Context: an optimization exercise on an open-source flow, tuned for small area, a short achievable clock period and few clock cycles. The choices shown serve that exercise and are no tape-out recipe. The RTL was checked by simulation tests, not by an equivalence proof against the original design. No activity file was given, so power comes from the tool's default toggle rates.

==> flow/design.v <==
module sctp_enc (
    input  wire        clk,
    input  wire        rst,
    input  wire        cmd_valid,
    output wire        cmd_ready,
    input  wire [3:0]  cmd_op,
    input  wire [63:0] cmd_arg,
    input  wire [3:0]  cmd_cnt,
    input  wire        cmd_last,
    output wire        out_valid,
    input  wire        out_ready,
    output wire [63:0] out_data,
    output wire [3:0]  out_cnt,
    output wire        out_last,
    output wire        out_fault
);
    reg [143:0] A;           
    reg [4:0]   k;           
    reg         last_pend;   
    reg         fault_pend;  
    reg         faulted;     
    reg         ev;          
    reg  [87:0] eS;          
    reg         e_leb;       
    reg  [3:0]  enb;         
    reg         elast;       
    reg         efault;      
    reg         ov;          
    reg         ol;          
    reg         rfree;       
    reg         rtake;       
    reg         rx;          
    reg  [2:0]  off;         
    assign out_valid = ov;
    assign out_last  = ol;
    assign out_cnt   = {!ol | k[3], k[2:0] & {3{ol}}};
    assign out_data  = A[63:0];
    assign out_fault = fault_pend;
    wire take = ov && out_ready;
    wire merge = ev && (rfree || (rtake && out_ready));
    assign cmd_ready = rx || (rtake && out_ready);
    wire accept = cmd_valid && cmd_ready;
    wire [3:0]  op = cmd_op;
    wire [63:0] a  = cmd_arg;
    wire big      = (a[63:4] != 60'd0) || (a[3:0] == 4'hF);    
    wire is_data  = (op == 4'd14);
    wire is_sleb  = (op == 4'd9);
    wire leb_op   = (op == 4'd8) || is_sleb || (op == 4'd13);
    wire is_fix   = !op[3] || (op[3:1] == 3'b101);
    wire bad_short = (op == 4'd12) && (a[7:4] != 4'd0);
    reg [8:0] cu, cs;
    integer m;
    always @(*) begin
        for (m = 0; m < 9; m = m + 1) begin
            cu[m] = |(a >> (7*m + 7));
            cs[m] = a[63] ? !(&(a >> (7*m + 6) | ~({64{1'b1}} >> (7*m + 6))))
                          : |(a >> (7*m + 6));
        end
    end
    wire [8:0] c = is_sleb ? cs : cu;
    reg [3:0] hi;
    always @(*) begin
        if (op == 4'd12 || (op == 4'd13 && !big)) hi = a[3:0];
        else if (op == 4'd13)                     hi = 4'hF;
        else                                      hi = 4'h0;
    end
    reg [87:0] S;
    integer i;
    always @(*) begin
        S[7:0] = is_data ? a[7:0] : {hi, op};
        for (i = 1; i < 9; i = i + 1) begin
            if (leb_op)                S[8*i +: 8] = {c[i-1], a[7*(i-1) +: 7]};
            else if (is_data && i < 8) S[8*i +: 8] = a[8*i +: 8];
            else                       S[8*i +: 8] = a[8*(i-1) +: 8];
        end
        S[79:72] = {c[8], a[62:56]};
        S[87:80] = {1'b0, {6{is_sleb & a[63]}}, a[63]};
    end
    wire leb = !faulted && ((op == 4'd8) || is_sleb || (op == 4'd13 && big));
    reg [3:0] nb;
    always @(*) begin
        if (faulted || bad_short)  nb = 4'd0;
        else if (is_data)          nb = cmd_cnt[3] ? 4'd8 : cmd_cnt;
        else if (is_fix) begin
            case ({op[3], op[2:0]})
                4'b0000, 4'b0001: nb = 4'd2;
                4'b0010, 4'b0011: nb = 4'd3;
                4'b0100, 4'b0101,
                4'b1010:          nb = 4'd5;
                default:          nb = 4'd9;
            endcase
        end else                   nb = 4'd1;
    end
    wire [8:0] ec = {eS[79], eS[71], eS[63], eS[55], eS[47], eS[39], eS[31], eS[23], eS[15]};
    wire [3:0] ecnt = {ec[7], ec[3] & !ec[7], (ec[1] & !ec[3]) | (ec[5] & !ec[7]),
                       (ec[0] & !ec[1]) | (ec[2] & !ec[3]) | (ec[4] & !ec[5]) | (ec[6] & !ec[7]) | ec[8]};
    wire [3:0] en = e_leb ? ecnt + 4'd2 : enb;
    wire [95:0]  sh1 = off[0] ? {eS, eS[7:0]}   : {eS[87:80], eS};
    wire [111:0] sh2 = off[1] ? {sh1, sh1[15:0]} : {sh1[95:80], sh1};
    wire [143:0] sh  = off[2] ? {sh2, sh2[31:0]} : {sh2[111:80], sh2};
    reg [4:0] nk;
    reg       nlp, nev;
    always @(*) begin
        nk  = k;
        nlp = last_pend;
        nev = cmd_ready ? cmd_valid : ev;
        if (merge) begin
            nk  = {2'b00, off} + {1'b0, en};
            nlp = elast;
        end else if (take) begin
            if (ol) begin
                nk  = 5'd0;
                nlp = 1'b0;
            end else begin
                nk  = k - 5'd8;
            end
        end
    end
    wire nle8 = !nk[4] && (!nk[3] || nk[2:0] == 3'd0);
    integer j;
    always @(posedge clk) begin
        for (j = 0; j < 18; j = j + 1) begin
            if (merge && j >= off)
                A[8*j +: 8] <= sh[8*j +: 8];
            else if (take && j < 10)
                A[8*j +: 8] <= A[8*j + 64 +: 8];
        end
        if (merge && elast)
            fault_pend <= efault;
        if (!ev || merge) begin
            eS     <= S;
            e_leb  <= leb;
            enb    <= nb;
            elast  <= cmd_last;
            efault <= faulted || bad_short;
        end
        if (rst) begin
            k         <= 5'd0;
            last_pend <= 1'b0;
            faulted   <= 1'b0;
            ev        <= 1'b0;
            ov        <= 1'b0;
            ol        <= 1'b0;
            rfree     <= 1'b1;
            rtake     <= 1'b0;
            rx        <= 1'b1;
            off       <= 3'd0;
        end else begin
            if (accept)
                faulted <= !cmd_last && (faulted || bad_short);
            ev        <= nev;
            k         <= nk;
            last_pend <= nlp;
            ov        <= nk[4] || nk[3] || nlp;
            ol        <= nlp && nle8;
            rfree     <= !nlp && !nk[4] && !nk[3];
            rtake     <= (!nlp && !nk[4] && nk[3]) || (nlp && nle8);
            rx        <= !nev || (!nlp && !nk[4] && !nk[3]);
            off       <= nlp ? 3'd0 : nk[2:0];
        end
    end
endmodule
==> flow/flow/run.sh <==
#!/bin/bash
# Standard ORFS flow, with the ports buffered by buf_1 cells and the clock
# tree built without dummy loads.
export BUFFER_PORTS_ARGS="-buffer_cell sky130_fd_sc_hd__buf_1"
export CTS_ARGS="-sink_clustering_enable -repair_clock_nets -dont_use_dummy_load -sink_clustering_size 28 -sink_clustering_max_diameter 70"
bash standard.sh > standard.log 2>&1
==> flow/standard.sh <==
#!/bin/bash
# synth_recipe.tcl (not shown) runs the flow's synth.tcl, then flattens the netlist and writes it again
# the make line also repeats each setting of config.mk as NAME=value (left out here)
make -C /OpenROAD-flow-scripts/flow DESIGN_CONFIG=/design/flow/config.mk WORK_HOME=/design/flow/orfs CLKGATE_MAP_FILE= SYNTH_SCRIPT=/design/flow/synth_recipe.tcl "${@:-finish}"
==> flow/config.mk <==
export PLATFORM = sky130hd
export DESIGN_NAME = sctp_enc
export DESIGN_NICKNAME = sctp_enc
export VERILOG_FILES = /design/flow/design.v
export SDC_FILE = /design/flow/constraint.sdc
export NUM_CORES = 4
export LEC_CHECK = 0
export CAP_MARGIN = 20
export CORE_MARGIN = 2
export CORE_UTILIZATION = 40
export SETUP_SLACK_MARGIN = 2.0
export SLEW_MARGIN = 20
export TNS_END_PERCENT = 20
==> flow/constraint.sdc <==
create_clock -name core_clock -period 4.5 [get_ports {clk}]
set_input_delay 0.9000 -clock core_clock [delete_from_list [all_inputs] [get_ports {clk}]]
set_output_delay 0.9000 -clock core_clock [all_outputs]
set_load 0.01 [all_outputs]
==> results of run 1 <==
## sequential cells by signal, indices dropped and copies added (netlist names), 3 cells and up
register,count
eS,82
A,74
out_data,64
k,5
enb,4
off,3
## repair_timing
action	CTS	global route
endpoints found under the setup margin	83	138
setup buffers	0	1
gates resized for setup	17	8
cloned	0	0
pin swaps	4	0
## cell families after synthesis
group,Yosys count,share of synthesized area
simple gates,477,0.154
compound gates,275,0.120
flops,244,0.519
buf+inv,169,0.0644
mux,157,0.134
fa+ha+maj,7,0.00688
xor+xnor,4,0.00254
## worst max-delay path: cells and delay by family, from the launching register on
kind            cells  cell delay (ns)
simple gates        1             0.08
buf+inv             2             1.05
flops               1             0.37
compound gates      3             0.77
## cell usage in the layout (no fill, tap or decap), types with 4 or more instances in the layout
master	n
o41ai_1	4
or3_1	6
clkbuf_16	15
and2_1	14
o21ai_0	65
nand2_1	242
nand4_1	17
a211oi_1	19
o211ai_1	5
a21oi_1	88
mux4_2	15
nor2_1	99
buf_1	147
nor4_1	11
inv_1	17
nand2b_1	9
o31ai_1	4
buf_4	15
o31a_1	5
dfxtp_1	13
nor2b_1	17
nor3_1	8
and3_1	7
a31oi_1	45
mux2i_1	69
o22ai_1	9
or4_1	4
edfxtp_1	228
ha_1	5
a221o_1	4
mux2_2	73
nand3_1	22
## worst min-delay path by stage
stage,from,endpoint,slack (ns),cells after the start
after floorplan,efault$_DFFE_PP_,fault_pend$_DFFE_PP_,0.40,0
after global placement,efault$_DFFE_PP_,fault_pend$_DFFE_PP_,0.40,0
after detailed placement,efault$_DFFE_PP_,fault_pend$_DFFE_PP_,0.41,0
after CTS,efault$_DFFE_PP_,fault_pend$_DFFE_PP_,0.43,0
after global routing,efault$_DFFE_PP_,fault_pend$_DFFE_PP_,0.46,0
final,efault$_DFFE_PP_,fault_pend$_DFFE_PP_,0.43,0
## power by group through the flow
| stage | registers, mW | logic [mW] | clock network [mW] |
|---|---|---|---|
| after global placement | 3.37 | 1.72 | 0 |
| final | 3.30 | 1.81 | 1.30 |
| after detailed placement | 3.37 | 1.74 | 0 |
| after global routing | 3.34 | 1.97 | 1.40 |
| after CTS | 3.32 | 1.77 | 1.32 |
| after floorplan | 3.19 | 1.38 | 0 |
## metal layers
layer | up-vias | GRT usage
met5 | - | 0
met4 | 0 | 0.0572
met3 | 60 | 0.0212
met2 | 456 | 0.336
met1 | 4928 | 0.322
li1 | 4893 | -
## metrics by stage
step	std cells	instance area [µm²]
detailed placement	1807	14300
global route	1823	14800
floorplan	1333	13800
global placement	1807	14300
CTS	1822	14800
finish	1823	14800
## layout make-up
type	instances	area [µm²]
clock buffers	15	375
fillers	3253	19500
inverters	21	81.3
multi-input cells	920	5860
flip-flops and latches	244	7180
well taps	455	569
repair buffers	168	743
==> results.yml, run 1 <==
worst_setup_path:
  cp.arrival_ns: 2.80
  r2r_slack_ns: 1.93
  critPathCapture: "out_data[55]$_DFFE_PP_"
  start_kind: "flip-flop"
  cp-end-kind: "flip-flop"
  crit_path_max_fanout: 47
  slowest_stage: "inv_2"
  rr_endpoint: "out_data[55]$_DFFE_PP_"
  crit_type: "flip-flop to flip-flop"
  slowest_delay_ns: 0.62
  r2r_start: "off[1]$_SDFF_PP0_"
  cp_data_required_time_ns: 4.73
  crit_chain: "inv_2 -> buf_4 -> nor2_1 -> a21oi_1 -> a21oi_1 -> o21ai_0"
  cpMostUsedCell: "a21oi_1"
  r2r_cells: 6
  cp-startpoint: "off[1]$_SDFF_PP0_"
cells_and_area:
  syn_to_final_growth_pct: 7.20
  drive_gt1_frac: 0.113
  final_nets: 1454
  n_antenna_cell: 0
  final_core_util: 0.432
floorplanning:
  ioPinCount: 149
  core_area_mm2: 0.0343
  initial_core_util: 0.403
  die-area_mm2: 0.0360
  die_w_um: 190
  core.rowCount: 68
  die_y_um: 190
clock_network:
  cts_sinks: 244
  cts_buffers: 15
  cts_tree: "built"
  insertion_delay_ns: 0.50
  cts.htree.levels: 1
  root_buffer: "clkbuf_16"
  cts_buffer_depth: 3
  clk_pin_slew_ns: 0.10
  holdBufCountCts: 0
grt:
  antenna_found_initial: 0
  grt_max_degree: 71
  grt_overflow: 0
  grt_pass1_wl_mm: 59.1
  grt_pass1_vias: 9375
  grt_util_all_layers: 0.216
status:
  status: "complete, no violations"
detailed_routing:
  routed-wl-met3_mm: 3.08
  first_iter_violations: 1172
  ant_nets: 0
  via_per_inst: 5.67
  routed_wl_mm: 39.8
  wire_per_inst_um: 21.9
  met1_length_mm: 17.9
  vias: 10300
  highest_layer: "met4"
  drc: 0
  wl_met2_mm: 17.7
  first_pass_iters: 5
synthesis:
  yosys-top-cells-area: "edfxtp_1 50%, nand2_1 6.7%, mux2_2 6.0%, mux2i_1 5.0%, buf_4 3.5%"
  synth_top_flop_cell: "edfxtp_1"
  yosysTopAreaCell: "edfxtp_1"
  yosysMostFrequentCell: "nand2_1"
  netlist.area_leader.share: 0.496
  yosysWarnings: 10
  syn_area_mm2: 0.0138
  syn_area_per_cell_um2: 10.4
  synth-seq-cells: 244
  syn_nets: 1417
  yosysSeqAreaShare: 0.519
  syn_inst: 1333
  synth_edf_count: 228
  postSynth.asyncResetShare: 0
  yosysUniqueCellTypes: 61
  synth_common_cells: "246 x nand2_1, 228 x edfxtp_1, 99 x nor2_1"
timing:
  skew_ns: 0.0601
  timing.fmax_mhz: 389
  rsz0062_at_grt: "yes"
  setup_viol: 0
  finalMaxSlewViolations: 0
  finalCriticalPeriod_ns: 2.57
  hold_slack_ns: 0.429
  worst_pin_slew_ns: 1.06
  hold_viol_final: 0
  fin_ws_ns: 1.93
  fin_setup_tns_ns: 0
  period_share: 0.571
  slew_headroom: 0.290
pwr:
  p_int_mw: 4.28
  ir_worst_vdd_mv: 0.210
  pwr-share-comb: 0.282
  seqPwrFrac: 0.515
  p_switching_mw: 2.13
  p_per_area_mw_per_mm2: 433
  swShare: 0.333
  p_total_mw: 6.41
  p_clk_frac: 0.203
  leakagePower_nw: 5.19
worst_hold_path:
  hp-class: "flip-flop to flip-flop"
placement:
  port_buffers: 148
  place_ws_ns: 1.18
  hpwl_mm: 30.1
  place.gp.congestion: 0.892
flow_run:
  drv_cap: 0
Testbench counts, summed over its fixed seeds: cycles 15,241.
==> run 2: changes to the inputs <==
--- a/flow/config.mk
+++ b/flow/config.mk
@@ -8,6 +8,5 @@
 export CAP_MARGIN = 20
 export CORE_MARGIN = 2
 export CORE_UTILIZATION = 40
-export SETUP_SLACK_MARGIN = 2.0
+export SETUP_SLACK_MARGIN = 1.9
 export SLEW_MARGIN = 20
-export TNS_END_PERCENT = 20
==> results.yml, run 2 <==
status:
  status: "complete, no violations"
synthesis:
  postSynth.asyncResetShare: 0
  netlist.area_leader.share: 0.496
  synth_edf_count: 228
  yosysTopAreaCell: "edfxtp_1"
  synth_common_cells: "246 x nand2_1, 228 x edfxtp_1, 99 x nor2_1"
  syn_nets: 1417
  yosysMostFrequentCell: "nand2_1"
  yosysUniqueCellTypes: 61
  yosysWarnings: 10
  synth_top_flop_cell: "edfxtp_1"
  synth-seq-cells: 244
  syn_area_per_cell_um2: 10.4
  yosys-top-cells-area: "edfxtp_1 50%, nand2_1 6.7%, mux2_2 6.0%, mux2i_1 5.0%, buf_4 3.5%"
  syn_inst: 1333
  yosysSeqAreaShare: 0.519
  syn_area_mm2: 0.0138
floorplanning:
  die_w_um: 190
  initial_core_util: 0.403
  core_area_mm2: 0.0343
  die-area_mm2: 0.0360
  ioPinCount: 149
  die_y_um: 190
  core.rowCount: 68
worst_setup_path:
  cp-end-kind: "flip-flop"
  start_kind: "flip-flop"
  r2r_slack_ns: 2.00
  crit_type: "flip-flop to flip-flop"
  cp_data_required_time_ns: 4.86
  crit_path_max_fanout: 3
  cp.arrival_ns: 2.86
grt:
  grt_pass1_wl_mm: 58.9
  grt_pass1_vias: 9534
  grt_max_degree: 85
  antenna_found_initial: 0
  grt_overflow: 0
  grt_util_all_layers: 0.215
detailed_routing:
  first_iter_violations: 1309
  wire_per_inst_um: 21.5
  vias: 10400
  first_pass_iters: 8
  via_per_inst: 5.69
  drc: 0
  routed_wl_mm: 39.5
  ant_nets: 0
flow_run:
  drv_cap: 0
placement:
  hpwl_mm: 29.5
  port_buffers: 148
  place.gp.congestion: 0.910
  place_inst: 1806
cells_and_area:
  fin_cells: 1832
  num-fill-cells: 3295
  drive_gt1_frac: 0.121
  top_register: "eS"
  n_antenna_cell: 0
  final_nets: 1463
  layout_commonest_cell: "nand2_1"
  largest_register_ffs: 82
  syn_to_final_growth_pct: 8.25
  final_cell_mix: "243 x nand2_1, 228 x edfxtp_1, 148 x buf_1"
pwr:
  p_per_area_mw_per_mm2: 435
  ir_worst_vdd_mv: 0.214
  leakagePower_nw: 5.24
clock_network:
  cts_buffers: 17
  cts.htree.levels: 1
  cts_sinks: 244
  root_buffer: "clkbuf_16"
  insertion_delay_ns: 0.52
  cts_tree: "built"
  clk_pin_slew_ns: 0.10
  cts_buffer_depth: 3
timing:
  skew_ns: 0.0558
  rsz0062_at_grt: "no"
  hold_slack_ns: 0.427
  setup_viol: 0
  slew_headroom: 0.324
  finalCriticalPeriod_ns: 2.50
  fin_setup_tns_ns: 0
  worst_pin_slew_ns: 1.01
  finalMaxSlewViolations: 0
  hold_viol_final: 0
  period_share: 0.555
  timing.fmax_mhz: 400
worst_hold_path:
  hp-class: "flip-flop to flip-flop"
[run 2: cell counts after synthesis]
Identical to the previous run, type by type.
[run 2: worst max-delay path, cell delays in order, from the launching register on]
cell and delay [ns]:
edfxtp_1 0.51, inv_1 0.07, a222oi_1 0.31, a31oi_1 0.15, ha_1 0.21, inv_1 0.07
fa_1 0.43, nor2b_2 0.18, o2111ai_2 0.18, and2_1 0.17, a211oi_2 0.07
[run 2: timing repair]
action,CTS,global route
setup buffers,5,4
setup endpoints to repair,10,70
hold buffers,0,0
pin swaps,0,1
gates resized for setup,5,16
[run 2: worst paths after layout]
kind / endpoint / depth (start not counted) / startpoint
worst max-delay path: rtake$_SDFF_PP0_ / 10 / eS[55]$_DFFE_PP_
worst min-delay path: fault_pend$_DFFE_PP_ / 0 / efault$_DFFE_PP_
worst max register to register: rtake$_SDFF_PP0_ / 10 / eS[55]$_DFFE_PP_
worst min register to register: fault_pend$_DFFE_PP_ / 0 / efault$_DFFE_PP_
[run 2: layout make-up]
type	count	area (µm²)	share of cell area
clock buffer	17	425	0.0284
inverter	21	82.6	0.00552
multi-input combinational	920	5900	0.395
sequential	244	7180	0.480
tap	455	569	0.0381
timing repair buffer	175	800	0.0535
[run 2: kinds of logic after synthesis]
group | share of synthesized area
compound gates | 0.120
buf+inv | 0.0644
fa+ha+maj | 0.00688
simple gates | 0.154
xor+xnor | 0.00254
mux | 0.134
flops | 0.519
[run 2: per-stage QoR]
stage,instance area [µm²],worst slack (ns),utilization,power [mW]
floorplan,13900,1.87,-,4.57
global placement,14300,1.42,0.418,5.07
detailed placement,14300,1.36,0.418,5.10
CTS,14800,1.93,0.433,6.50
global route,15000,1.90,0.436,6.80
finish,15000,2.00,0.436,6.50
[run 2: layer usage]
metal  vias to the layer above  share of wire  global-route usage
li1                       4925              -                   -
met1                      4989           0.45               0.321
met2                       458           0.44               0.327
met3                        52          0.079              0.0236
met4                         0          0.030              0.0695
met5                         -              0                   0
[run 2: where the power goes]
part / switching [mW] / internal [mW] / leakage (nW) / total (mW)
Combinational: 1.17 / 0.659 / 2.63 / 1.82
Clock: 0.719 / 0.672 / 0.209 / 1.39
Sequential: 0.253 / 3.03 / 2.40 / 3.29
==> run 3: changes to the inputs <==
--- a/flow/config.mk
+++ b/flow/config.mk
@@ -8,5 +8,6 @@
 export CAP_MARGIN = 20
 export CORE_MARGIN = 2
 export CORE_UTILIZATION = 40
+export PLACE_DENSITY = 0.75
 export SETUP_SLACK_MARGIN = 1.9
 export SLEW_MARGIN = 20
==> results.yml, run 3 <==
status:
  status: "complete, no violations"
worst_setup_path:
  cp-end-kind: "flip-flop"
  crit_type: "flip-flop to flip-flop"
  crit_chain: "inv_2 -> fa_1 -> nor2b_4 -> o2111ai_2 -> and2_1 -> a211oi_1"
  start_kind: "flip-flop"
  crit_path_max_fanout: 33
  cp.arrival_ns: 2.90
  slowest_stage: "dfxtp_2"
  slowest_delay_ns: 0.78
  cp_data_required_time_ns: 4.90
  path_buf_inv: 1
  cp_top_family: "flip-flops"
pwr:
  p_per_area_mw_per_mm2: 429
  ir_worst_vdd_mv: 0.209
  leakagePower_nw: 5.22
detailed_routing:
  wire_per_inst_um: 21.3
  drc: 0
  routed-wl-met3_mm: 3.71
  highest_layer: "met4"
  wl_met2_mm: 17.1
  routed_wl_mm: 39.0
  ant_nets: 0
  met1_length_mm: 16.7
  vias: 10700
  via_per_inst: 5.84
  first_pass_iters: 6
  first_iter_violations: 1463
flow_run:
  drv_cap: 0
timing:
  skew_ns: 0.0422
  worst_pin_slew_ns: 0.929
  period_share: 0.555
  hold_viol_final: 0
  finalMaxSlewViolations: 0
  slew_headroom: 0.381
  timing.fmax_mhz: 401
  finalCriticalPeriod_ns: 2.50
  fin_ws_ns: 2.00
  fin_setup_tns_ns: 0
  setup_viol: 0
  rsz0062_at_grt: "yes"
synthesis:
  yosys-top-cells-area: "edfxtp_1 50%, nand2_1 6.7%, mux2_2 6.0%, mux2i_1 5.0%, buf_4 3.5%"
  syn_inst: 1333
  synth-simple-area-share: 0.154
  synth_edf_count: 228
  syn_area_per_cell_um2: 10.4
  syn_area_mm2: 0.0138
  synth.area.mux_share: 0.134
  yosysSeqAreaShare: 0.519
  netlist.area_leader.share: 0.496
  synth_compound_area_frac: 0.120
  yosysTopAreaCell: "edfxtp_1"
  syn_nets: 1417
  yosysWarnings: 10
  synth_common_cells: "246 x nand2_1, 228 x edfxtp_1, 99 x nor2_1"
  synth_xor_area_frac: 0.00254
  postSynth.asyncResetShare: 0
  synth_top_family_by_area: "simple AND/OR/NAND/NOR gates"
  synthAdderAreaFrac: 0.00688
  yosysMostFrequentCell: "nand2_1"
  synth-seq-cells: 244
  yosysUniqueCellTypes: 61
  synth_top_flop_cell: "edfxtp_1"
clock_network:
  cts_buffers: 14
  cts_buffer_depth: 3
  cts_sinks: 244
  cts.htree.levels: 1
  root_buffer: "clkbuf_16"
  cts_tree: "built"
  insertion_delay_ns: 0.50
  clk_pin_slew_ns: 0.09
worst_hold_path:
  hp-class: "flip-flop to flip-flop"
grt:
  antenna_found_initial: 0
  grt_overflow: 0
  grt_pass1_vias: 9546
  grt_max_degree: 85
  grt_util_all_layers: 0.211
  grt_pass1_wl_mm: 58.3
floorplanning:
  ioPinCount: 149
  core_area_mm2: 0.0343
  core.rowCount: 68
  die_w_um: 190
  die_y_um: 190
  initial_core_util: 0.403
  die-area_mm2: 0.0360
cells_and_area:
  final_cell_mix: "243 x nand2_1, 228 x edfxtp_1, 148 x buf_1"
  fin_area_mm2: 0.0149
  n_antenna_cell: 0
  largest_register_ffs: 82
  syn_to_final_growth_pct: 7.64
  layout_commonest_cell: "nand2_1"
  final_nets: 1460
  top_register: "eS"
  drive_gt1_frac: 0.119
placement:
  port_buffers: 148
  placed_area_mm2: 0.0143
  place_ws_ns: 1.36
  hpwl_mm: 29.4
  place.gp.congestion: 0.956
[run 3: cells by family (layout without fill, tap and decap cells)]
kind of cell / count (synthesis) / after routing
adder cells (fa/ha/maj): 7 / 7
buffers and inverters: 169 / 210
multiplexers: 157 / 157
flip-flops: 244 / 244
XOR/XNOR: 4 / 4
AND/OR/NAND/NOR: 477 / 477
AO/OA/AOI/OAI: 275 / 275
[run 3: what timing repair did]
item,4_1_cts,5_1_grt
hold buffers,0,0
setup buffers,6,3
resized for setup,4,20
pin swaps,0,14
setup endpoints to repair,40,33
[run 3: area by class of cell]
cell class                 count  area [µm²]
inverter                      21        82.6
multi-input combinational    920        5890
sequential                   244        7180
clock buffer                  14         350
fill                        3271       19400
timing repair buffer         175         798
tap                          455         569
[run 3: worst paths after layout]
check                    startpoint                   end  slack [ns]  cells after the start
setup / recovery  off[1]$_SDFF_PP0_      rtake$_SDFF_PP0_        2.00                      6
hold / removal     efault$_DFFE_PP_  fault_pend$_DFFE_PP_        0.43                      0
setup reg to reg  off[1]$_SDFF_PP0_      rtake$_SDFF_PP0_        2.00                      6
hold reg to reg    efault$_DFFE_PP_  fault_pend$_DFFE_PP_        0.43                      0
[run 3: worst reg2reg max path: stages (launching register included)]
cell and delay [ns]:
dfxtp_2 0.78, inv_2 0.33, fa_1 0.64, nor2b_4 0.15
o2111ai_2 0.12, and2_1 0.17, a211oi_1 0.20
[run 3: where the power goes]
part,internal (mW),switching [mW]
combinational,0.664,1.16
sequential,3.03,0.273
clock,0.559,0.693
[run 3: metrics by stage]
| stage | utilization | instances | power [mW] | hold slack (ns) |
|---|---|---|---|---|
| 3_5_place_dp | 0.418 | 1806 | 5.10 | 0.407 |
| 6_report | 0.434 | 1829 | 6.38 | 0.434 |
| 3_3_place_gp | 0.418 | 1806 | 5.05 | 0.405 |
| 2_1_floorplan | - | 1333 | 4.57 | 0.400 |
| 5_1_grt | 0.434 | 1829 | 6.65 | 0.465 |
| 4_1_cts | 0.431 | 1826 | 6.33 | 0.429 |
[run 3: layer usage]
metal	track usage	vias up
met1	0.314	5035
met5	0	-
met3	0.0245	85
met2	0.318	657
li1	-	4905
met4	0.0748	0
==> run 4: changes to the inputs <==
--- a/flow/config.mk
+++ b/flow/config.mk
@@ -8,6 +8,6 @@
 export CAP_MARGIN = 20
 export CORE_MARGIN = 2
 export CORE_UTILIZATION = 40
-export PLACE_DENSITY = 0.75
+export PLACE_DENSITY = 0.68
 export SETUP_SLACK_MARGIN = 1.9
 export SLEW_MARGIN = 20
==> results.yml, run 4 <==
floorplanning:
  core_area_mm2: 0.0343
  die_y_um: 190
  initial_core_util: 0.403
  die_w_um: 190
  core.rowCount: 68
  die-area_mm2: 0.0360
  ioPinCount: 149
synthesis:
  synth_top_flop_cell: "edfxtp_1"
  netlist.area_leader.share: 0.496
  yosysTopAreaCell: "edfxtp_1"
  yosysUniqueCellTypes: 61
  postSynth.asyncResetShare: 0
  yosys-top-cells-area: "edfxtp_1 50%, nand2_1 6.7%, mux2_2 6.0%, mux2i_1 5.0%, buf_4 3.5%"
  yosysWarnings: 10
  yosysSeqAreaShare: 0.519
  syn_nets: 1417
  yosysMostFrequentCell: "nand2_1"
  synth_edf_count: 228
  syn_area_mm2: 0.0138
  syn_inst: 1333
  synth_common_cells: "246 x nand2_1, 228 x edfxtp_1, 99 x nor2_1"
  synth-seq-cells: 244
  syn_area_per_cell_um2: 10.4
worst_setup_path:
  crit_path_max_fanout: 2
  crit_type: "flip-flop to flip-flop"
  start_kind: "flip-flop"
  cp-end-kind: "flip-flop"
  cp_data_required_time_ns: 4.90
  cp.arrival_ns: 2.98
grt:
  antenna_found_initial: 0
  grt_util_all_layers: 0.211
  grt_pass1_wl_mm: 58.1
  grt_pass1_vias: 9474
  grt_overflow: 0
  grt_max_degree: 70
detailed_routing:
  routed-wl-met3_mm: 3.27
  ant_nets: 0
  met1_length_mm: 17.4
  first_iter_violations: 1338
  drc: 0
  wl_met2_mm: 17.2
  vias: 10500
  first_pass_iters: 6
  routed_wl_mm: 39.1
  wire_per_inst_um: 21.4
  via_per_inst: 5.75
  highest_layer: "met4"
clock_network:
  root_buffer: "clkbuf_16"
  cts_buffers: 15
  cts_tree: "built"
  cts.htree.levels: 1
  clk_pin_slew_ns: 0.10
  cts_sinks: 244
  insertion_delay_ns: 0.50
  cts_buffer_depth: 3
timing:
  setup_viol: 0
  finalMaxSlewViolations: 0
  worst_pin_slew_ns: 0.998
  fin_setup_tns_ns: 0
  period_share: 0.573
  slew_headroom: 0.330
  fin_ws_ns: 1.92
  timing.fmax_mhz: 388
  hold_viol_final: 0
  finalCriticalPeriod_ns: 2.58
  rsz0062_at_grt: "yes"
  skew_ns: 0.0555
placement:
  place_inst: 1807
  place_ws_ns: 1.23
  port_buffers: 148
  hpwl_mm: 29.6
  place.gp.congestion: 0.979
pwr:
  p_switching_mw: 2.11
  seqPwrFrac: 0.515
  ir_worst_vdd_mv: 0.216
  p_per_area_mw_per_mm2: 429
  swShare: 0.330
  pwr-share-comb: 0.286
  leakagePower_nw: 5.22
  p_clk_frac: 0.199
  p_int_mw: 4.29
cells_and_area:
  final_nets: 1461
  largest_register_ffs: 82
  syn_to_final_growth_pct: 7.91
  final_core_util: 0.435
  final_cell_mix: "240 x nand2_1, 228 x edfxtp_1, 148 x buf_1"
  fin_cells: 1830
  layout_commonest_cell: "nand2_1"
  top_register: "eS"
  n_antenna_cell: 0
  drive_gt1_frac: 0.122
worst_hold_path:
  hp-class: "flip-flop to flip-flop"
flow_run:
  drv_cap: 0
status:
  status: "complete, no violations"
run 4: metal layers:
layer,up-vias,global-route usage
li1,4924,-
met1,5012,0.317
met2,532,0.322
met3,60,0.0207
met4,0,0.0689
met5,-,0
run 4: logic make-up (layout without fill, tap and decap cells):
kind of cell,after synthesis,in the layout,synth area share
adder cells (fa/ha/maj),7,7,0.00688
AND/OR/NAND/NOR,477,477,0.154
XOR/XNOR,4,4,0.00254
multiplexers,157,157,0.134
AO/OA/AOI/OAI,275,275,0.120
buffers and inverters,169,211,0.0644
flip-flops,244,244,0.519
run 4: final timing paths:
kind | endpoint | slack, ns | depth (start not counted) | start
setup / recovery | rtake$_SDFF_PP0_ | 1.92 | 11 | eS[71]$_DFFE_PP_
hold / removal | fault_pend$_DFFE_PP_ | 0.43 | 0 | efault$_DFFE_PP_
setup reg to reg | rtake$_SDFF_PP0_ | 1.92 | 11 | eS[71]$_DFFE_PP_
hold reg to reg | fault_pend$_DFFE_PP_ | 0.43 | 0 | efault$_DFFE_PP_
run 4: repair_timing:
action	in CTS	in global routing
hold buffers	0	0
setup buffers	4	4
pin swaps	0	3
setup endpoints to repair	68	74
gates resized for setup	12	17
run 4: area by class of cell:
type | instances | area [µm²]
clock buffer | 15 | 375
multi-input combinational | 920 | 5910
tap | 455 | 569
sequential | 244 | 7180
inverter | 21 | 85.1
timing repair buffer | 175 | 787
fill | 3268 | 19400
run 4: stage by stage:
stage	total power, mW	hold WS, ns	cell area [µm²]
after detailed placement	5.10	0.406	14300
after global placement	5.05	0.401	14300
final	6.40	0.427	14900
after floorplan	4.57	0.400	13900
after CTS	6.38	0.429	14800
after global routing	6.69	0.443	14900
run 4: power groups by stage:
stage          Sequential, mW  Combinational (mW)  Clock [mW]
2_1_floorplan            3.19                1.39           0
3_3_place_gp             3.37                1.68           0
3_5_place_dp             3.37                1.73           0
4_1_cts                  3.31                1.77        1.30
5_1_grt                  3.33                1.99        1.37
6_report                 3.30                1.83        1.27
run 4: worst max-delay path: stages (launching register included):
cell and delay (ns):
edfxtp_1 0.49, inv_1 0.13, a222oi_1 0.08, a31oi_1 0.25, ha_2 0.22, inv_1 0.06, fa_1 0.41, xnor2_1 0.16
nand3_1 0.11, o2111ai_1 0.12, and2_1 0.21, a211oi_2 0.25
==> run 5: changes to the inputs <==
--- a/flow/config.mk
+++ b/flow/config.mk
@@ -8,6 +8,6 @@
 export CAP_MARGIN = 20
 export CORE_MARGIN = 2
 export CORE_UTILIZATION = 40
-export PLACE_DENSITY = 0.68
+export GPL_ROUTABILITY_DRIVEN = 0
 export SETUP_SLACK_MARGIN = 1.9
 export SLEW_MARGIN = 20
==> results.yml, run 5 <==
status:
  status: "complete, no violations"
clock_network:
  cts_sinks: 244
  cts_buffers: 14
  insertion_delay_ns: 0.50
  clk_pin_slew_ns: 0.08
  cts_buffer_depth: 3
  cts_tree: "built"
  holdBufCountCts: 0
  root_buffer: "clkbuf_16"
  cts.htree.levels: 1
floorplanning:
  die_y_um: 190
  die_w_um: 190
  core_area_mm2: 0.0343
  ioPinCount: 149
  core.rowCount: 68
  initial_core_util: 0.403
  die-area_mm2: 0.0360
worst_setup_path:
  slowest_stage: "or4_1"
  r2r_cells: 11
  cp_num_cells: 6
  cp_data_required_time_ns: 4.73
  crit_path_max_fanout: 7
  cp_top_family: "simple AND/OR/NAND/NOR gates"
  cp.arrival_ns: 2.86
  path_buf_inv: 1
  cp-end-kind: "flip-flop"
  crit_type: "primary input to flip-flop"
  crit_chain: "buf_1 -> nor4_4 -> nand4_1 -> or4_1 -> o211a_1 -> a221o_1"
  start_kind: "primary input"
  slowest_delay_ns: 0.68
timing:
  fin_setup_tns_ns: 0
  finalMaxSlewViolations: 0
  period_share: 0.583
  finalCriticalPeriod_ns: 2.62
  slew_headroom: 0.367
  timing.fmax_mhz: 381
  skew_ns: 0.0393
  setup_viol: 0
  hold_slack_ns: 0.449
  worst_pin_slew_ns: 0.937
  rsz0062_at_grt: "yes"
  hold_viol_final: 0
synthesis:
  postSynth.asyncResetShare: 0
  yosysTopAreaCell: "edfxtp_1"
  yosysUniqueCellTypes: 61
  netlist.area_leader.share: 0.496
  syn_area_per_cell_um2: 10.4
  synth-seq-cells: 244
  yosysMostFrequentCell: "nand2_1"
  syn_area_mm2: 0.0138
  syn_nets: 1417
  synth_common_cells: "246 x nand2_1, 228 x edfxtp_1, 99 x nor2_1"
  syn_inst: 1333
  synth_top_flop_cell: "edfxtp_1"
  yosysSeqAreaShare: 0.519
  yosysWarnings: 10
  yosys-top-cells-area: "edfxtp_1 50%, nand2_1 6.7%, mux2_2 6.0%, mux2i_1 5.0%, buf_4 3.5%"
  synth_edf_count: 228
detailed_routing:
  routed_wl_mm: 39.3
  first_iter_violations: 1219
  ant_nets: 0
  first_pass_iters: 5
  vias: 10400
  drc: 0
  via_per_inst: 5.69
  wire_per_inst_um: 21.5
grt:
  grt_pass1_vias: 9590
  grt_pass1_wl_mm: 58.9
  grt_util_all_layers: 0.214
  grt_max_degree: 69
  grt_overflow: 0
  antenna_found_initial: 0
cells_and_area:
  num-fill-cells: 3329
  regArea_mm2: 0.00718
  layout_commonest_cell: "nand2_1"
  final_cell_mix: "242 x nand2_1, 228 x edfxtp_1, 148 x buf_1"
  multi_input_area_mm2: 0.00596
  largest_register_ffs: 82
  top_register: "eS"
  drive_gt1_frac: 0.128
  final_nets: 1463
  fin_area_mm2: 0.0150
  n_antenna_cell: 0
  fin_cells: 1832
  syn_to_final_growth_pct: 8.42
flow_run:
  drv_cap: 0
placement:
  port_buffers: 148
  placed_area_mm2: 0.0144
  hpwl_mm: 29.6
  place_inst: 1807
pwr:
  p_total_mw: 6.41
  p_per_area_mw_per_mm2: 428
  ir_worst_vdd_mv: 0.207
  leakagePower_nw: 5.25
worst_hold_path:
  hp-class: "flip-flop to flip-flop"
  min_path_cells: 0
## run 5: changes by cell type in the layout (fill, tap and decap cells not counted), sizes merged
| cell | change |
|---|---|
| buf | +3 |
| clkbuf | -1 |
## run 5: routing by layer
layer / vias to the layer above / track usage / part of all wire
li1: 4916 / - / -
met1: 4981 / 0.327 / 0.45
met2: 467 / 0.322 / 0.44
met3: 52 / 0.0212 / 0.080
met4: 0 / 0.0644 / 0.030
met5: - / 0 / 0
## run 5: where the power goes
part	switching [mW]	leakage, nW	internal (mW)
clock	0.699	0.173	0.560
combinational	1.18	2.68	0.682
sequential	0.261	2.40	3.03
## run 5: path summary, 6_finish.rpt
path                          from              endpoint  slack (ns)
setup / recovery       cmd_arg[46]       eS[5]$_DFFE_PP_        1.88
hold / removal    efault$_DFFE_PP_  fault_pend$_DFFE_PP_        0.45
setup reg to reg  eS[55]$_DFFE_PP_      rtake$_SDFF_PP0_        1.92
hold reg to reg   efault$_DFFE_PP_  fault_pend$_DFFE_PP_        0.45
## run 5: cell families after synthesis
logic type / after synthesis / synth area share
AND/OR/NAND/NOR: 477 / 0.154
AO/OA/AOI/OAI: 275 / 0.120
flip-flops: 244 / 0.519
buffers and inverters: 169 / 0.0644
multiplexers: 157 / 0.134
adder cells (fa/ha/maj): 7 / 0.00688
XOR/XNOR: 4 / 0.00254
## run 5: area by class of cell
cell class / instances / area share
well taps: 455 / 0.0380
multi-input cells: 920 / 0.398
flip-flops and latches: 244 / 0.479
inverters: 21 / 0.00568
clock buffers: 14 / 0.0234
repair buffers: 178 / 0.0559
## run 5: per-stage QoR
stage	utilization	setup WS, ns
CTS	0.431	1.87
detailed placement	0.419	1.22
finish	0.437	1.88
global route	0.437	1.79
global placement	0.419	1.28
floorplan	-	1.87
## run 5: what timing repair did
action,4_1_cts,5_1_grt
buffers inserted,4,7
pin swaps,0,8
setup endpoints to repair,40,67
resized for setup,7,35
endpoints found under the hold margin,0,0
==> run 6: changes to the inputs <==
--- a/flow/config.mk
+++ b/flow/config.mk
@@ -7,7 +7,6 @@
 export LEC_CHECK = 0
 export CAP_MARGIN = 20
 export CORE_MARGIN = 2
-export CORE_UTILIZATION = 40
-export GPL_ROUTABILITY_DRIVEN = 0
+export CORE_UTILIZATION = 55
 export SETUP_SLACK_MARGIN = 1.9
 export SLEW_MARGIN = 20
==> results.yml, run 6 <==
timing:
  setup_viol: 0
  timing.fmax_mhz: 389
  period_share: 0.571
  hold_viol_final: 0
  slew_headroom: 0.358
  skew_ns: 0.0607
  worst_pin_slew_ns: 0.956
  finalCriticalPeriod_ns: 2.57
  rsz0062_at_grt: "yes"
  fin_setup_tns_ns: 0
  hold_slack_ns: 0.418
  finalMaxSlewViolations: 0
detailed_routing:
  routed_wl_mm: 39.4
  via_per_inst: 6.16
  vias: 10500
  first_pass_iters: 6
  drc: 0
  ant_nets: 0
  first_iter_violations: 1227
  wire_per_inst_um: 23.1
clock_network:
  insertion_delay_ns: 0.51
  clk_pin_slew_ns: 0.07
  cts_tree: "built"
  cts.htree.levels: 1
  root_buffer: "clkbuf_16"
  cts_buffers: 16
  cts_buffer_depth: 3
  cts_sinks: 244
floorplanning:
  initial_core_util: 0.555
  die_w_um: 162
  core.rowCount: 58
  die_y_um: 162
  core_area_mm2: 0.0249
  die-area_mm2: 0.0264
  ioPinCount: 149
worst_setup_path:
  slowest_stage: "edfxtp_1"
  start_kind: "flip-flop"
  cp_data_required_time_ns: 4.91
  r2r_slack_ns: 1.93
  cp.arrival_ns: 2.98
  cp_top_family: "compound AO/OA/AOI/OAI gates"
  crit_chain: "a222oi_1 -> a31oi_1 -> ha_1 -> inv_1 -> fa_1 -> nor2b_1 -> o2111ai_1 -> and2_1 -> a211oi_1"
  crit_path_max_fanout: 3
  cp-end-kind: "flip-flop"
  crit_type: "flip-flop to flip-flop"
  slowest_delay_ns: 0.65
  path_buf_inv: 1
pwr:
  p_switching_mw: 2.13
  p_clk_frac: 0.208
  ir_worst_vdd_mv: 0.331
  p_int_mw: 4.31
  leakagePower_nw: 5.23
  p_per_area_mw_per_mm2: 437
  seqPwrFrac: 0.508
  pwr-share-comb: 0.284
  swShare: 0.330
synthesis:
  yosysSeqAreaShare: 0.519
  yosysMostFrequentCell: "nand2_1"
  yosys-top-cells-area: "edfxtp_1 50%, nand2_1 6.7%, mux2_2 6.0%, mux2i_1 5.0%, buf_4 3.5%"
  syn_nets: 1417
  yosysTopAreaCell: "edfxtp_1"
  netlist.area_leader.share: 0.496
  synth_top_flop_cell: "edfxtp_1"
  syn_area_per_cell_um2: 10.4
  synth_edf_count: 228
  synth_common_cells: "246 x nand2_1, 228 x edfxtp_1, 99 x nor2_1"
  synth-seq-cells: 244
  syn_inst: 1333
  postSynth.asyncResetShare: 0
  syn_area_mm2: 0.0138
  yosysUniqueCellTypes: 61
  yosysWarnings: 10
status:
  status: "complete, no violations"
cells_and_area:
  syn_to_final_growth_pct: 6.65
  num-fill-cells: 2188
  layout_commonest_cell: "nand2_1"
  final_nets: 1460
  fin_area_mm2: 0.0147
  drive_gt1_frac: 0.116
  final_core_util: 0.592
  largest_register_ffs: 82
  top_register: "eS"
  n_antenna_cell: 0
  final_cell_mix: "242 x nand2_1, 228 x edfxtp_1, 147 x buf_1"
placement:
  place.gp.congestion: 0.994
  placed_area_mm2: 0.0142
  port_buffers: 148
  hpwl_mm: 29.0
grt:
  grt_util_all_layers: 0.296
  grt_overflow: 0
  grt_pass1_wl_mm: 58.5
  grt_max_degree: 62
  grt_pass1_vias: 9362
  antenna_found_initial: 0
flow_run:
  drv_cap: 0
worst_hold_path:
  hp-class: "flip-flop to flip-flop"
## run 6: path summary, 6_finish.rpt
kind | start | endpoint | depth (start not counted)
worst max-delay path | eS[63]$_DFFE_PP_ | rtake$_SDFF_PP0_ | 9
worst max register to register | eS[63]$_DFFE_PP_ | rtake$_SDFF_PP0_ | 9
worst min register to register | efault$_DFFE_PP_ | fault_pend$_DFFE_PP_ | 0
worst min-delay path | efault$_DFFE_PP_ | fault_pend$_DFFE_PP_ | 0
## run 6: logic make-up (layout without fill, tap and decap cells)
kind of cell / count (synthesis) / after routing / synth area share
adder cells (fa/ha/maj): 7 / 7 / 0.00688
buffers and inverters: 169 / 210 / 0.0644
XOR/XNOR: 4 / 4 / 0.00254
AO/OA/AOI/OAI: 275 / 275 / 0.120
AND/OR/NAND/NOR: 477 / 477 / 0.154
multiplexers: 157 / 157 / 0.134
flip-flops: 244 / 244 / 0.519
## run 6: through the flow
| step | cells | setup slack [ns] | power (mW) |
|---|---|---|---|
| 2_1_floorplan | 1333 | 1.87 | 4.57 |
| 3_3_place_gp | 1681 | 1.28 | 5.07 |
| 3_5_place_dp | 1681 | 1.19 | 5.09 |
| 4_1_cts | 1703 | 1.91 | 6.44 |
| 5_1_grt | 1704 | 1.79 | 6.73 |
| 6_report | 1704 | 1.93 | 6.44 |
## run 6: area by class of cell
cell class                      instances  area [µm²]  share of cell area
Multi-Input combinational cell        920        5870               0.399
Clock buffer                           16         400              0.0272
Inverter                               21        85.1             0.00577
Sequential cell                       244        7180               0.487
Timing Repair Buffer                  173         785              0.0532
Tap cell                              330         413              0.0280
## run 6: routing by layer
metal,track usage,part of all wire,wire length (µm)
met5,0,0,0
met4,0.0961,0.034,1350
met3,0.0237,0.081,3190
met2,0.460,0.46,18000
met1,0.445,0.43,16900
## run 6: power by group through the flow
stage / logic [mW] / clock network, mW / registers (mW)
floorplan: 1.39 / 0 / 3.19
global placement: 1.73 / 0 / 3.34
detailed placement: 1.75 / 0 / 3.34
CTS: 1.80 / 1.36 / 3.27
global route: 1.99 / 1.43 / 3.31
finish: 1.83 / 1.34 / 3.27
## run 6: timing repair
action,in CTS,in global routing
resized for setup,8,16
endpoints found under the setup margin,99,61
buffers inserted,6,1
hold buffers,0,0
pin swaps,0,3
cloned,0,0
hold endpoints to repair,0,0
==> run 7: changes to the inputs <==
--- a/flow/config.mk
+++ b/flow/config.mk
@@ -7,6 +7,6 @@
 export LEC_CHECK = 0
 export CAP_MARGIN = 20
 export CORE_MARGIN = 2
-export CORE_UTILIZATION = 55
+export CORE_UTILIZATION = 30
 export SETUP_SLACK_MARGIN = 1.9
 export SLEW_MARGIN = 20
==> results.yml, run 7 <==
synthesis:
  postSynth.asyncResetShare: 0
  yosysUniqueCellTypes: 61
  yosysWarnings: 10
  yosysTopAreaCell: "edfxtp_1"
  syn_area_mm2: 0.0138
  synth-seq-cells: 244
  syn_nets: 1417
  synth_xor_area_frac: 0.00254
  synth_edf_count: 228
  netlist.area_leader.share: 0.496
  synthAdderAreaFrac: 0.00688
  synth-simple-area-share: 0.154
  synth_compound_area_frac: 0.120
  synth_top_family_by_area: "simple AND/OR/NAND/NOR gates"
  yosysMostFrequentCell: "nand2_1"
  syn_area_per_cell_um2: 10.4
  yosysSeqAreaShare: 0.519
  synth.area.mux_share: 0.134
  synth_top_flop_cell: "edfxtp_1"
  synth_common_cells: "246 x nand2_1, 228 x edfxtp_1, 99 x nor2_1"
  syn_inst: 1333
  yosys-top-cells-area: "edfxtp_1 50%, nand2_1 6.7%, mux2_2 6.0%, mux2i_1 5.0%, buf_4 3.5%"
worst_setup_path:
  start_kind: "flip-flop"
  cp.arrival_ns: 3.00
  crit_path_max_fanout: 5
  cpMostUsedCell: "buf_4"
  cp_top_family: "compound AO/OA/AOI/OAI gates"
  r2r_start: "eS[71]$_DFFE_PP_"
  slowest_stage: "edfxtp_1"
  crit_chain: "buf_4 -> buf_4 -> nor2_1 -> ha_1 -> mux2_4 -> ha_4 -> a21oi_2 -> o32ai_4 -> nand2b_1 -> a211oi_1"
  cp_data_required_time_ns: 4.88
  r2r_cells: 10
  rr_endpoint: "ol$_SDFF_PP0_"
  path_buf_inv: 2
  slowest_delay_ns: 0.48
  r2r_slack_ns: 1.89
  crit_type: "flip-flop to flip-flop"
  cp-end-kind: "flip-flop"
timing:
  setup_viol: 0
  fin_setup_tns_ns: 0
  period_share: 0.581
  finalMaxSlewViolations: 0
  slew_headroom: 0.352
  hold_viol_final: 0
  timing.fmax_mhz: 383
  skew_ns: 0.0561
  rsz0062_at_grt: "yes"
  worst_pin_slew_ns: 0.964
  finalCriticalPeriod_ns: 2.61
worst_hold_path:
  holdCritStartpoint: "efault$_DFFE_PP_"
  hold_end: "fault_pend$_DFFE_PP_"
  hp-class: "flip-flop to flip-flop"
  min_path_cells: 0
clock_network:
  insertion_delay_ns: 0.53
  clk_pin_slew_ns: 0.09
  cts.htree.levels: 1
  cts_buffers: 19
  root_buffer: "clkbuf_16"
  cts_sinks: 244
  cts_buffer_depth: 3
  cts_tree: "built"
placement:
  hpwl_mm: 31.9
  place.gp.congestion: 0.922
  place_inst: 1951
  port_buffers: 148
cells_and_area:
  fin_cells: 1976
  n_antenna_cell: 0
  syn_to_final_growth_pct: 10.1
  top_register: "eS"
  largest_register_ffs: 82
  regArea_mm2: 0.00718
  drive_gt1_frac: 0.123
  final_cell_mix: "240 x nand2_1, 228 x edfxtp_1, 148 x buf_1"
  final_nets: 1462
  num-fill-cells: 4620
  layout_commonest_cell: "nand2_1"
  multi_input_area_mm2: 0.00594
pwr:
  seqPwrFrac: 0.495
  swShare: 0.332
  p_clk_frac: 0.222
  p_per_area_mw_per_mm2: 438
  pwr-share-comb: 0.282
  p_switching_mw: 2.21
  ir_worst_vdd_mv: 0.180
  leakagePower_nw: 5.27
  p_int_mw: 4.45
floorplanning:
  core_area_mm2: 0.0454
  core.rowCount: 78
  initial_core_util: 0.304
  die_y_um: 219
  ioPinCount: 149
  die_w_um: 219
  die-area_mm2: 0.0478
detailed_routing:
  first_pass_iters: 6
  ant_nets: 0
  via_per_inst: 5.36
  first_iter_violations: 1211
  drc: 0
  wire_per_inst_um: 21.1
  routed_wl_mm: 41.8
  vias: 10600
grt:
  antenna_found_initial: 0
  grt_overflow: 0
  grt_util_all_layers: 0.171
  grt_pass1_wl_mm: 62.0
  grt_pass1_vias: 9573
  grt_max_degree: 71
flow_run:
  drv_cap: 0
status:
  status: "complete, no violations"
[run 7: how the worst max path moves through the flow]
stage,start,end,slack [ns],cells after the start
floorplan,cmd_arg[46],eS[4]$_DFFE_PP_,1.87,6
global placement,out_ready,out_data[2]$_DFFE_PP_,1.33,6
detailed placement,out_ready,out_data[49]$_DFFE_PP_,1.26,7
CTS,out_ready,out_data[1]$_DFFE_PP_,1.87,6
global route,eS[47]$_DFFE_PP_,ol$_SDFF_PP0_,1.81,10
finish,eS[71]$_DFFE_PP_,ol$_SDFF_PP0_,1.89,10
[run 7: area by class of cell]
cell class,instances,area share
sequential,244,0.472
inverter,21,0.00543
tap,600,0.0494
multi-input combinational,920,0.391
clock buffer,19,0.0313
timing repair buffer,172,0.0513
[run 7: per-stage QoR]
| step | hold WS [ns] | setup WS, ns | instance area [µm²] | total power [mW] | utilization |
|---|---|---|---|---|---|
| 6_report | 0.422 | 1.89 | 15200 | 6.66 | 0.335 |
| 3_5_place_dp | 0.405 | 1.26 | 14500 | 5.15 | 0.320 |
| 2_1_floorplan | 0.400 | 1.87 | 13900 | 4.57 | - |
| 4_1_cts | 0.423 | 1.87 | 15100 | 6.64 | 0.333 |
| 5_1_grt | 0.436 | 1.81 | 15200 | 6.98 | 0.335 |
| 3_3_place_gp | 0.403 | 1.33 | 14500 | 5.12 | 0.320 |
[run 7: what timing repair did]
action                                  4_1_cts  5_1_grt
hold buffers                                  0        0
pin swaps                                     2        2
buffers inserted                              3        3
resized for setup                            13       16
endpoints found under the setup margin       64       63
[run 7: cell families after synthesis]
| group | count (synthesis) |
|---|---|
| AO/OA/AOI/OAI | 275 |
| XOR/XNOR | 4 |
| adder cells (fa/ha/maj) | 7 |
| buffers and inverters | 169 |
| flip-flops | 244 |
| multiplexers | 157 |
| AND/OR/NAND/NOR | 477 |
[run 7: power by group through the flow]
stage | Sequential, mW | Clock, mW | Combinational [mW]
floorplan | 3.19 | 0 | 1.39
global placement | 3.36 | 0 | 1.76
detailed placement | 3.36 | 0 | 1.78
CTS | 3.30 | 1.51 | 1.83
global route | 3.34 | 1.59 | 2.05
finish | 3.30 | 1.48 | 1.88
[run 7: metal layers]
metal  routed length, µm  vias to the layer above  global-route usage
met2               18100                      546               0.255
met4                1190                        0              0.0478
met3                3720                       64              0.0235
met5                   0                        -                   0
li1                    -                     4918                   -
met1               18800                     5065               0.257
==> run 8: changes to the inputs <==
--- a/flow/config.mk
+++ b/flow/config.mk
@@ -7,6 +7,6 @@
 export LEC_CHECK = 0
 export CAP_MARGIN = 20
 export CORE_MARGIN = 2
-export CORE_UTILIZATION = 30
-export SETUP_SLACK_MARGIN = 1.9
+export CORE_UTILIZATION = 40
+export SETUP_SLACK_MARGIN = 1.95
 export SLEW_MARGIN = 20
==> results.yml, run 8 <==
synthesis:
  synth_edf_count: 228
  netlist.area_leader.share: 0.496
  yosysSeqAreaShare: 0.519
  postSynth.asyncResetShare: 0
  synth_xor_area_frac: 0.00254
  synth.area.mux_share: 0.134
  syn_nets: 1417
  syn_inst: 1333
  yosysWarnings: 10
  syn_area_mm2: 0.0138
  syn_area_per_cell_um2: 10.4
  synth_common_cells: "246 x nand2_1, 228 x edfxtp_1, 99 x nor2_1"
  yosys-top-cells-area: "edfxtp_1 50%, nand2_1 6.7%, mux2_2 6.0%, mux2i_1 5.0%, buf_4 3.5%"
  synth_top_flop_cell: "edfxtp_1"
  yosysTopAreaCell: "edfxtp_1"
  synth-simple-area-share: 0.154
  synth_top_family_by_area: "simple AND/OR/NAND/NOR gates"
  synthAdderAreaFrac: 0.00688
  synth_compound_area_frac: 0.120
  yosysMostFrequentCell: "nand2_1"
  synth-seq-cells: 244
  yosysUniqueCellTypes: 61
pwr:
  p_clk_frac: 0.193
  seqPwrFrac: 0.515
  p_int_mw: 4.28
  p_per_area_mw_per_mm2: 425
  p_switching_mw: 2.11
  ir_worst_vdd_mv: 0.192
  swShare: 0.330
  leakagePower_nw: 5.26
  pwr-share-comb: 0.293
floorplanning:
  core.rowCount: 68
  core_area_mm2: 0.0343
  die_w_um: 190
  ioPinCount: 149
  die-area_mm2: 0.0360
  die_y_um: 190
  initial_core_util: 0.403
detailed_routing:
  ant_nets: 0
  drc: 0
  via_per_inst: 5.73
  vias: 10500
  first_pass_iters: 6
  routed_wl_mm: 39.4
  wire_per_inst_um: 21.5
  first_iter_violations: 1091
cells_and_area:
  final_nets: 1463
  top_register: "eS"
  syn_to_final_growth_pct: 8.72
  layout_commonest_cell: "nand2_1"
  num-fill-cells: 3257
  regArea_mm2: 0.00718
  fin_cells: 1832
  multi_input_area_mm2: 0.00599
  drive_gt1_frac: 0.131
  n_antenna_cell: 0
  largest_register_ffs: 82
  final_cell_mix: "240 x nand2_1, 228 x edfxtp_1, 147 x buf_1"
clock_network:
  cts_sinks: 244
  clk_pin_slew_ns: 0.09
  insertion_delay_ns: 0.50
  root_buffer: "clkbuf_16"
  cts_buffer_depth: 3
  cts_tree: "built"
  cts.htree.levels: 1
  holdBufCountCts: 0
  cts_buffers: 14
worst_setup_path:
  crit_chain: "buf_1 -> nor4_4 -> nand4_1 -> or4_4 -> o211a_1 -> a221o_1"
  cp.arrival_ns: 2.76
  start_kind: "primary input"
  cp-end-kind: "flip-flop"
  path_buf_inv: 1
  slowest_stage: "or4_4"
  crit_path_max_fanout: 7
  cp_data_required_time_ns: 4.74
  cp_top_family: "simple AND/OR/NAND/NOR gates"
  slowest_delay_ns: 0.60
  crit_type: "primary input to flip-flop"
placement:
  place_inst: 1806
  port_buffers: 148
  place.gp.congestion: 0.897
  hpwl_mm: 29.4
timing:
  finalCriticalPeriod_ns: 2.53
  finalMaxSlewViolations: 0
  hold_viol_final: 0
  slew_headroom: 0.511
  hold_slack_ns: 0.435
  skew_ns: 0.0410
  rsz0062_at_grt: "yes"
  fin_setup_tns_ns: 0
  timing.fmax_mhz: 396
  worst_pin_slew_ns: 0.730
  period_share: 0.562
  setup_viol: 0
grt:
  antenna_found_initial: 0
  grt_pass1_wl_mm: 57.8
  grt_max_degree: 85
  grt_overflow: 0
  grt_pass1_vias: 9394
  grt_util_all_layers: 0.210
flow_run:
  drv_cap: 0
worst_hold_path:
  hp-class: "flip-flop to flip-flop"
status:
  status: "complete, no violations"
-- run 8: cell counts after synthesis --
No cell type changed its count.
-- run 8: repair_timing --
item	4_1_cts	5_1_grt
buffers inserted	6	3
pin swaps	0	6
setup endpoints to repair	155	149
gates resized for setup	12	29
gates cloned	0	3
-- run 8: stage by stage --
step	total power, mW	util	cell area, µm²	setup WS (ns)
finish	6.38	0.438	15000	1.97
floorplan	4.57	-	13900	1.87
detailed placement	5.10	0.419	14400	0.915
global route	6.69	0.438	15000	1.82
global placement	5.08	0.419	14400	0.987
CTS	6.34	0.431	14800	1.95
-- run 8: cell families (layout without fill, tap and decap cells) --
| group | Yosys count | count (layout) |
|---|---|---|
| XOR/XNOR | 4 | 4 |
| buffers and inverters | 169 | 211 |
| flip-flops | 244 | 244 |
| adder cells (fa/ha/maj) | 7 | 7 |
| AO/OA/AOI/OAI | 275 | 276 |
| AND/OR/NAND/NOR | 477 | 478 |
| multiplexers | 157 | 157 |
-- run 8: power groups by stage --
stage / logic [mW] / registers, mW / clock network [mW]
after floorplan: 1.39 / 3.18 / 0
after global placement: 1.71 / 3.37 / 0
after detailed placement: 1.74 / 3.37 / 0
after CTS: 1.77 / 3.31 / 1.26
after global routing: 2.04 / 3.32 / 1.33
final: 1.87 / 3.29 / 1.23
-- run 8: final timing paths --
kind                                  startpoint              endpoint  slack (ns)  depth (start not counted)
worst max-delay path                 cmd_arg[45]       eS[7]$_DFFE_PP_        1.97                          6
worst min register to register  efault$_DFFE_PP_  fault_pend$_DFFE_PP_        0.44                          0
worst max register to register  eS[23]$_DFFE_PP_      rtake$_SDFF_PP0_        2.04                         11
worst min-delay path            efault$_DFFE_PP_  fault_pend$_DFFE_PP_        0.44                          0
-- run 8: layer usage --
layer	GRT usage	vias to the layer above	wire length [µm]
li1	-	4931	-
met1	0.319	5019	17700
met2	0.319	489	17600
met3	0.0186	52	2950
met4	0.0653	0	1180
met5	0	-	0
-- run 8: worst reg2reg max path, delay by kind of cell, from the launching register on --
family | cells | cell delay, ns
buffers and inverters | 3 | 0.24
AND/OR/NAND/NOR | 2 | 0.32
flip-flops | 1 | 0.45
adder cells (fa/ha/maj) | 2 | 0.73
AO/OA/AOI/OAI | 4 | 0.62
-- run 8: layout make-up --
cell class	instances	area share
inverters	21	0.00566
multi-input cells	922	0.399
flip-flops and latches	244	0.478
well taps	455	0.0379
repair buffers	176	0.0566
clock buffers	14	0.0233
==> run 9: changes to the inputs <==
--- a/flow/config.mk
+++ b/flow/config.mk
@@ -8,5 +8,5 @@
 export CAP_MARGIN = 20
 export CORE_MARGIN = 2
 export CORE_UTILIZATION = 40
-export SETUP_SLACK_MARGIN = 1.95
+export SETUP_SLACK_MARGIN = 1.85
 export SLEW_MARGIN = 20
==> results.yml, run 9 <==
status:
  status: "complete, no violations"
floorplanning:
  core_area_mm2: 0.0343
  die_w_um: 190
  die_y_um: 190
  initial_core_util: 0.403
  core.rowCount: 68
  die-area_mm2: 0.0360
  ioPinCount: 149
timing:
  hold_viol_final: 0
  finalMaxSlewViolations: 0
  fin_setup_tns_ns: 0
  finalCriticalPeriod_ns: 2.66
  hold_slack_ns: 0.428
  worst_pin_slew_ns: 1.07
  slew_headroom: 0.289
  period_share: 0.591
  skew_ns: 0.0530
  timing.fmax_mhz: 376
  rsz0062_at_grt: "yes"
  setup_viol: 0
synthesis:
  syn_inst: 1333
  syn_area_mm2: 0.0138
  syn_area_per_cell_um2: 10.4
  yosysWarnings: 10
  synth_edf_count: 228
  netlist.area_leader.share: 0.496
  synth-seq-cells: 244
  yosysUniqueCellTypes: 61
  yosysSeqAreaShare: 0.519
  postSynth.asyncResetShare: 0
  yosys-top-cells-area: "edfxtp_1 50%, nand2_1 6.7%, mux2_2 6.0%, mux2i_1 5.0%, buf_4 3.5%"
  synth_top_flop_cell: "edfxtp_1"
  syn_nets: 1417
  synth_common_cells: "246 x nand2_1, 228 x edfxtp_1, 99 x nor2_1"
  yosysMostFrequentCell: "nand2_1"
  yosysTopAreaCell: "edfxtp_1"
grt:
  grt_util_all_layers: 0.216
  antenna_found_initial: 0
  grt_pass1_wl_mm: 58.9
  grt_max_degree: 85
  grt_pass1_vias: 9383
  grt_overflow: 0
placement:
  port_buffers: 148
  hpwl_mm: 29.9
  place.gp.congestion: 0.908
  placed_area_mm2: 0.0143
cells_and_area:
  final_cell_mix: "241 x nand2_1, 228 x edfxtp_1, 148 x buf_1"
  syn_to_final_growth_pct: 7.62
  final_nets: 1459
  drive_gt1_frac: 0.112
  largest_register_ffs: 82
  fin_area_mm2: 0.0149
  n_antenna_cell: 0
  num-fill-cells: 3283
  top_register: "eS"
  layout_commonest_cell: "nand2_1"
worst_setup_path:
  cp_data_required_time_ns: 4.84
  crit_type: "flip-flop to flip-flop"
  cp-end-kind: "flip-flop"
  r2r_cells: 10
  cp.arrival_ns: 3.01
  start_kind: "flip-flop"
  crit_path_max_fanout: 6
pwr:
  seqPwrFrac: 0.506
  ir_worst_vdd_mv: 0.197
  swShare: 0.330
  pwr-share-comb: 0.278
  p_per_area_mw_per_mm2: 436
  p_switching_mw: 2.14
  leakagePower_nw: 5.22
  p_int_mw: 4.35
  p_clk_frac: 0.215
clock_network:
  clk_pin_slew_ns: 0.07
  insertion_delay_ns: 0.51
  cts_buffer_depth: 3
  cts_tree: "built"
  cts_buffers: 17
  root_buffer: "clkbuf_16"
  cts_sinks: 244
  cts.htree.levels: 1
detailed_routing:
  vias: 10400
  via_per_inst: 5.71
  first_pass_iters: 5
  drc: 0
  wire_per_inst_um: 21.7
  first_iter_violations: 1236
  ant_nets: 0
  routed_wl_mm: 39.7
worst_hold_path:
  min_path_cells: 0
  hp-class: "flip-flop to flip-flop"
flow_run:
  drv_cap: 0
[run 9: cell counts after synthesis]
Identical to the previous run, type by type.
[run 9: cells by family after synthesis]
kind of cell / Yosys count / share of synthesized area
muxes: 157 / 0.134
xor gates and xnor gates: 4 / 0.00254
buffers and inverters: 169 / 0.0644
and+or+nand+nor: 477 / 0.154
AOI/OAI and AO/OA: 275 / 0.120
adders and majority gates: 7 / 0.00688
DFF: 244 / 0.519
[run 9: timing repair]
action	4_1_cts	5_1_grt
resized for setup	5	9
hold buffers	0	0
setup buffers	2	2
pin swaps	0	0
setup endpoints to repair	24	86
[run 9: through the flow]
step                      total power [mW]  cells   util  setup slack [ns]
after floorplan                       4.57   1333      -              1.86
after global placement                5.08   1807  0.418              1.39
after detailed placement              5.10   1807  0.418              1.30
after CTS                             6.49   1826  0.432              1.85
after global routing                  6.79   1828  0.434              1.72
final                                 6.49   1828  0.434              1.84
[run 9: final timing paths]
| check | start | to | slack, ns |
|---|---|---|---|
| hold reg to reg | efault$_DFFE_PP_ | fault_pend$_DFFE_PP_ | 0.43 |
| setup / recovery | eS[71]$_DFFE_PP_ | ol$_SDFF_PP0_ | 1.84 |
| hold / removal | efault$_DFFE_PP_ | fault_pend$_DFFE_PP_ | 0.43 |
| setup reg to reg | eS[71]$_DFFE_PP_ | ol$_SDFF_PP0_ | 1.84 |
[run 9: power groups by stage]
stage	Combinational (mW)	Sequential [mW]	Clock, mW
global route	1.97	3.32	1.50
global placement	1.73	3.35	0
CTS	1.77	3.30	1.42
detailed placement	1.75	3.35	0
finish	1.81	3.29	1.40
floorplan	1.39	3.19	0
[run 9: critical path: stages, from the launching register on]
cell      delay (ns)
edfxtp_1        0.51
inv_1           0.11
a22oi_2         0.17
inv_1           0.07
ha_1            0.27
mux2_2          0.28
ha_1            0.32
a21oi_1         0.17
xnor2_1         0.10
o21ai_1         0.37
a211oi_1        0.15
[run 9: metal layers]
layer / share of wire / track usage / wire (µm)
met1: 0.45 / 0.326 / 17900
met4: 0.032 / 0.0692 / 1270
met2: 0.44 / 0.326 / 17600
met3: 0.075 / 0.0199 / 2980
met5: 0 / 0 / 0
[run 9: area by class of cell]
class                   instances  area (µm²)  area share
repair buffers                171         778      0.0523
well taps                     455         569      0.0383
inverters                      21        81.3     0.00547
flip-flops and latches        244        7180       0.483
multi-input cells             920        5840       0.393
clock buffers                  17         425      0.0286

-- static timing again, ports no longer ideal --
How much do the figures lean on ideal ports? The routed layouts below were timed once more, with nothing changed but the port constraints. Step 1 (the two cells are an assumption about what drives the block):
set clk [get_ports {clk}]
set_driving_cell -lib_cell sky130_fd_sc_hd__clkbuf_16 $clk
set_driving_cell -lib_cell sky130_fd_sc_hd__buf_2 [delete_from_list [all_inputs] $clk]
Step 2 adds t to the input delays and takes it off the output delays; t is the mean of the earliest and latest rising clock arrival at the registers after step 1. Input paths then give back, and output paths get back, about the clock's delay inside the block. Three values: ideal ports, drivers, drivers and shift; two values: the first two.
| run | t (ns) | slack for setup (ns) | worst hold slack (ns) |
|---|---|---|---|
| run 1 | 0.526 | 1.929 / 1.929 / 1.479 | 0.429 / 0.429 / 0.429 |
| run 2 | 0.547 | 2.003 / 2.003 / 1.556 | 0.427 / 0.427 / 0.427 |
| run 3 | 0.533 | 2.004 / 2.004 / 1.504 | 0.434 / 0.434 / 0.434 |
| run 4 | 0.522 | 1.923 / 1.923 / 1.508 | 0.427 / 0.427 / 0.427 |
| run 5 | 0.528 | 1.876 / 1.904 / 1.375 | 0.449 / 0.449 / 0.449 |
| run 6 | 0.533 | 1.932 / 1.932 / 1.463 | 0.418 / 0.418 / 0.418 |
| run 7 | 0.557 | 1.886 / 1.886 / 1.395 | 0.422 / 0.422 / 0.422 |
| run 8 | 0.529 | 1.973 / 1.999 / 1.470 | 0.435 / 0.435 / 0.435 |
| run 9 | 0.534 | 1.839 / 1.839 / 1.431 | 0.428 / 0.428 / 0.428 |
After both steps every run listed still meets setup and hold. For run 8, which loses most, drivers alone change the setup slack by +0.026 ns; drivers and shift together by -0.503 ns.
